What follows belongs to an exercise in optimizing a design on an open flow for small area, a short achievable clock period and few clock cycles; a production flow would make more cautious choices. The RTL was checked by simulation tests, not by an equivalence proof against the original design. Power is estimated from default activity; no workload was simulated.

## before
## autd3_cpu
module autd3_cpu (
    input  wire        clk,
    input  wire        rst,
    input  wire        frame_valid,
    input  wire        tick_valid,
    output wire        evt_ready,
    output reg  [6:0]  hdr_addr,
    input  wire [7:0]  hdr_data,
    output reg  [7:0]  bulk_addr,
    input  wire [15:0] bulk_data,
    output reg         bus_valid,
    output reg         bus_we,
    output reg  [2:0]  bus_bank,
    output reg  [13:0] bus_addr,
    output reg  [15:0] bus_wdata,
    input  wire        bus_ready,
    input  wire [15:0] bus_rdata,
    input  wire [63:0] dc_now,
    input  wire [63:0] dc_next_start,
    input  wire [63:0] dc_period,
    output reg  [15:0] tx_ack
);
    localparam [63:0] SYNC_GUARD = 64'd200000;
    localparam [1:0] MODE_FULL       = 2'd0;
    localparam [1:0] MODE_PHASE_FULL = 2'd1;
    localparam [1:0] MODE_PHASE_HALF = 2'd2;
    reg s_idle;                 
    reg s_h0, s_h1, s_h2, s_h3;                       
    reg s_cdrv, s_creg;                               
    reg s_drv, s_mhead, s_mbyte, s_mseg, s_mend, s_mcyc, s_mflg;    
    reg s_sbdiv, s_pw, s_pseg, s_gw, s_gseg, s_ssend;               
    reg s_dly;                                        
    reg s_end;                                        
    reg s_trd, s_tcmp, s_tdec, s_twt, s_tinit, s_tinf, s_taw;       
    assign evt_ready = s_idle;
    reg c_clear, c_oper, c_point, c_gain, c_delay, c_vhi;
    reg        f_mb, f_me, f_sb, f_se;
    reg        info_req;
    reg [15:0] ack;             
    reg [7:0]  fpga_flags;
    reg [6:0]  nlen;            
    reg [1:0]  jc;
    reg [30:0] mod_cur;         
    reg [7:0]  mod_carry;
    reg        mod_pending;
    reg [26:0] seq_cur;         
    reg [1:0]  seq_mode;
  ...
For scale: ~2,000 cells after synthesis, about 350 flip-flops, roughly 300 I/O pins, about 0.018 sq mm of cells after synthesis.
==> flow/config.mk <==
export PLATFORM = sky130hd
export DESIGN_NAME = autd3_cpu
export DESIGN_NICKNAME = autd3_cpu
export VERILOG_FILES = /design/flow/design.v
export SDC_FILE = /design/flow/constraint.sdc
export NUM_CORES = 4
export LEC_CHECK = 0
export CAP_MARGIN = 20
export CORE_MARGIN = 2
export CORE_UTILIZATION = 55
export CTS_BUF_LIST = sky130_fd_sc_hd__clkbuf_8
export CTS_CLUSTER_SIZE = 25
export PLACE_DENSITY = 0.7
export SETUP_SLACK_MARGIN = 5
export SLEW_MARGIN = 20
==> flow/constraint.sdc <==
create_clock -name core_clock -period 9.0 [get_ports {clk}]
set_input_delay 1.8000 -clock core_clock [delete_from_list [all_inputs] [get_ports {clk}]]
set_output_delay 1.8000 -clock core_clock [all_outputs]
set_load 0.01 [all_outputs]
standard.sh (not shown) runs the stock make flow with config.mk's settings and CLKGATE_MAP_FILE= SYNTH_SCRIPT=/design/flow/synth_recipe.tcl, a recipe that flattens the netlist after the stock synthesis.
==> flow/flow/run.sh <==
#!/bin/bash
# Standard layout, with the port buffers made from sky130_fd_sc_hd__buf_1
# instead of the delay cell buffer_ports picks by default, and timing repair
# aiming at a setup slack of 5.8 ns.
set -euo pipefail
bash standard.sh "BUFFER_PORTS_ARGS=-buffer_cell sky130_fd_sc_hd__buf_1" SETUP_SLACK_MARGIN=5.8 finish > standard_flow.log 2>&1
Testbench counts of before, summed over its fixed seeds: cycles 64,513.
> inputs changed (before -> after)
--- a/flow/design.v
+++ b/flow/design.v
@@ -45,22 +45,23 @@
     reg        mod_pending;
     reg [26:0] seq_cur;         
     reg [1:0]  seq_mode;
     reg        seq_pending;
     reg        which;
     reg [63:0] sync_n;
     reg [63:0] now_s;
     reg [1:0]  c_g, c_p;
     reg [7:0]  per_r;
     reg [2:0]  kc;
     reg        tcar;
+    reg [7:0]  t_lo;
     wire sf      = ~bus_valid | bus_ready;           
     wire rd_done = bus_valid & ~bus_we & bus_ready;
     wire [6:0] ha_inc = hdr_addr + 7'd1;
     wire [7:0] ba_inc = bulk_addr + 8'd1;
     wire       t_last = (bulk_addr == 8'd248);
     wire [1:0] gain_last = (seq_mode == MODE_PHASE_FULL) ? 2'd1 :
                            (seq_mode == MODE_PHASE_HALF) ? 2'd3 : 2'd0;
     wire       g_last    = (jc == gain_last);
     reg  [3:0]  nib;
     reg  [15:0] gain_word;
     always @* begin
@@ -151,23 +152,23 @@
     wire ps_go    = s_pseg & sf;
     wire gw_go    = s_gw & sf;
     wire gw_slot  = gw_go & t_last;
     wire gs_go    = s_gseg & sf;
     wire ss_go    = s_ssend & sf;
     wire dl_go    = s_dly & sf;
     wire dl_done  = dl_go & t_last;
     wire en_go    = s_end & sf;
     wire tail_go  = d_ptail | (sd_go & ~sd_pw) | (pw_rec & ~p_wrap & p_last) | (ps_go & p_last) |
                     (gw_slot & ~g_wrap & g_last) | (gs_go & g_last);
     wire redo     = (c_g != 2'd2) | (c_p == 2'd2);
-    wire tw_lo    = ((s_twt & ~kc[0]) | (s_tdec & ~redo)) & sf;
+    wire tw_lo    = s_twt & ~kc[0];             
     wire tw_go    = s_twt & kc[0] & sf;         
     wire tw_done  = tw_go & (kc == 3'd7);
     wire ti_go    = s_tinit & sf;
     wire tf_go    = s_tinf & sf;
     wire aw_done  = s_taw & rd_done & (bus_addr[1:0] == 2'd0) & ~bus_rdata[{3'b100, which}];
     wire aw_rd    = s_taw & sf & ~aw_done;
     wire aw_next  = aw_done & ~which & seq_pending;
     wire w_drive  = d_clr | d_drv | cd_go | dr_go;            
     wire w_delay  = d_dly | dl_go;                            
     wire w_mod    = (mb_adv & mod_cur[0]) | me_car;           
     wire w_gain   = d_gw | gw_go;                             
@@ -214,24 +215,23 @@
     wire [15:0] nx_wdata =
         ({16{d_drv | dr_go | w_delay | sd_go | pw_go}} & bulk_data) |
         ({16{w_gain}}                & gain_word) |
         ({16{mb_adv}}                & {hdr_data, mod_carry}) |
         ({16{me_car}}                & {8'h00, mod_carry}) |
         ({16{ms_go}}                 & {1'b0, mod_cur[30:15]}) |
         ({16{w_mcyc}}                & mod_cur[15:0]) |
         ({16{me_flg | mf_go}}        & {8'h00, hdr_data}) |
         ({16{ps_go}}                 & seq_cur[26:11]) |
         ({16{gs_go}}                 & seq_cur[21:6]) |
         ({16{ss_go}}                 & seq_cur[15:0]) |
-        ({16{tw_go}}                 & {tsum[7:0], bus_wdata[7:0]}) |
-        ({16{tw_lo}}                 & {8'h00, tsum[7:0]}) |
+        ({16{tw_go}}                 & {tsum[7:0], t_lo}) |
         ({16{ti_go}}                 & {6'd0, which, ~which, fpga_flags}) |
         ({16{cr_go & cr_last}}       & 16'h0004);
     wire ha_set2 = s_h0 & ~rep;
     wire ha_set3 = s_h1;
     wire ha_set1 = s_h2 | (mh_exit & mh_empty) | (dr_done & ~f_mb & (nlen == 7'd4)) | (mb_adv & ~m_wrap & m_last) | (ms_go & m_last);
     wire ha_set4 = d_drv | d_mh;
     wire ha_set5 = (s_drv | s_mhead) & (hdr_addr == 7'd4) & ~(mh_exit & mh_empty);
     wire ha_inc1 = (mb_adv & ~m_wrap & ~m_last) | (ms_go & ~m_last);
     wire ha_zero = d_idle | en_go;
     wire ha_ld   = ha_set1 | ha_set2 | ha_set3 | ha_set4 | ha_set5 | ha_inc1 | ha_zero;
     wire [6:0] nx_ha = ({7{ha_set1}} & 7'd1) | ({7{ha_set2}} & 7'd2) | ({7{ha_set3}} & 7'd3) |
@@ -287,23 +287,23 @@
             s_tinit <= tw_done | (s_tinit & ~sf);
             s_tinf  <= (ti_go & info_req) | (s_tinf & ~sf);
             s_taw   <= (ti_go & ~info_req) | tf_go | (s_taw & ~aw_done);
         end
     end
     always @(posedge clk) begin
         if (rst) begin
             bus_valid <= 1'b0;
         end else begin
             bus_valid <= issue | (bus_valid & ~bus_ready);
         end
-        if (issue | tw_lo) begin      
+        if (issue) begin
             bus_we    <= ~is_rd;
             bus_bank  <= nx_bank;
             bus_addr  <= nx_addr;
             bus_wdata <= nx_wdata;
         end
     end
     always @(posedge clk) begin
         if (rst) begin
             hdr_addr  <= 7'd0;
             bulk_addr <= 8'd0;
         end else begin
@@ -393,15 +393,16 @@
             c_p   <= 2'd2;
             kc    <= 3'd0;
         end else if (s_tcmp | tw_lo | tw_go) begin
             sync_n <= {sync_n[7:0], sync_n[63:8]};
             per_r  <= per_nx;
             kc     <= kc + 3'd1;
         end
         if (s_tcmp) begin
             c_g <= g_sum[9:8];
             c_p <= p_sum[9:8];
         end
-        if (s_trd | (s_tdec & redo)) tcar <= 1'b0;
-        else if (tw_lo | tw_go)      tcar <= tsum[8];
+        if (s_tdec)              tcar <= 1'b0;
+        else if (tw_lo | tw_go)  tcar <= tsum[8];
+        if (tw_lo) t_lo <= tsum[7:0];
     end
 endmodule
## What came out
after vs. before: average wire per standard cell went up by about 6.5%.
On number of buffers added for setup after CTS: between after and before, it ends up lower for after.
after against before; number of distinct library cells after synthesis is down by more than 10%.
NOTE synthesized net count before->after increased slightly
When after is set beside before, its number of clock buffers in the layout turns out to be 1 larger.
after vs before: highest cell delay on the worst timing path down
after: synthesized cell count 0.74% above before
The register bit total from synthesis in after was higher than what before gave.
after gives more proportion of synthesized chip area in sequential cells than before did.
Looking at internal power of the cells across both flows, after is the weaker of the two, with before ahead.
Wire length ends up lower on before.
after: number of gates on the worst path with buffers counted 1 above before
Storage element area in after vs before: up 2.8%
Compared with before, after shows a higher global-route track usage on met1.
Testbench counts of after, summed over its fixed seeds: cycles 64,577.

[static timing again, ports no longer ideal]
In the flow no input, the clock included, has a driving cell. The finished layouts below were timed again as built, in two steps. Step 1 sets driving cells, clkbuf_16 on the clock port and buf_2 on the other inputs (assumed; they add their load-dependent delay and slew). Step 2 adds t to the input delays and takes it off the output delays; t is the mean of the earliest and latest rising clock arrival at the registers after step 1. Input paths then give back, and output paths get back, about the clock's delay inside the block. a / b / c = no drivers / after step 1 / after step 2; a / b = the first two.
run | shift t [ns] | slack for setup (ns) | worst hold slack (ns) | pins driven straight from the clock port
before | 0.695 | 5.737 / 5.737 / 5.166 | 0.407 / 0.407 / 0.407 | 1
after | 0.679 | 5.701 / 5.701 / 5.117 | 0.409 / 0.409 / 0.409 | 1
After both steps every run listed still meets setup and hold. The setup slack of after, which loses most, moves by 0.000 ns with the drivers and by -0.584 ns with both steps.
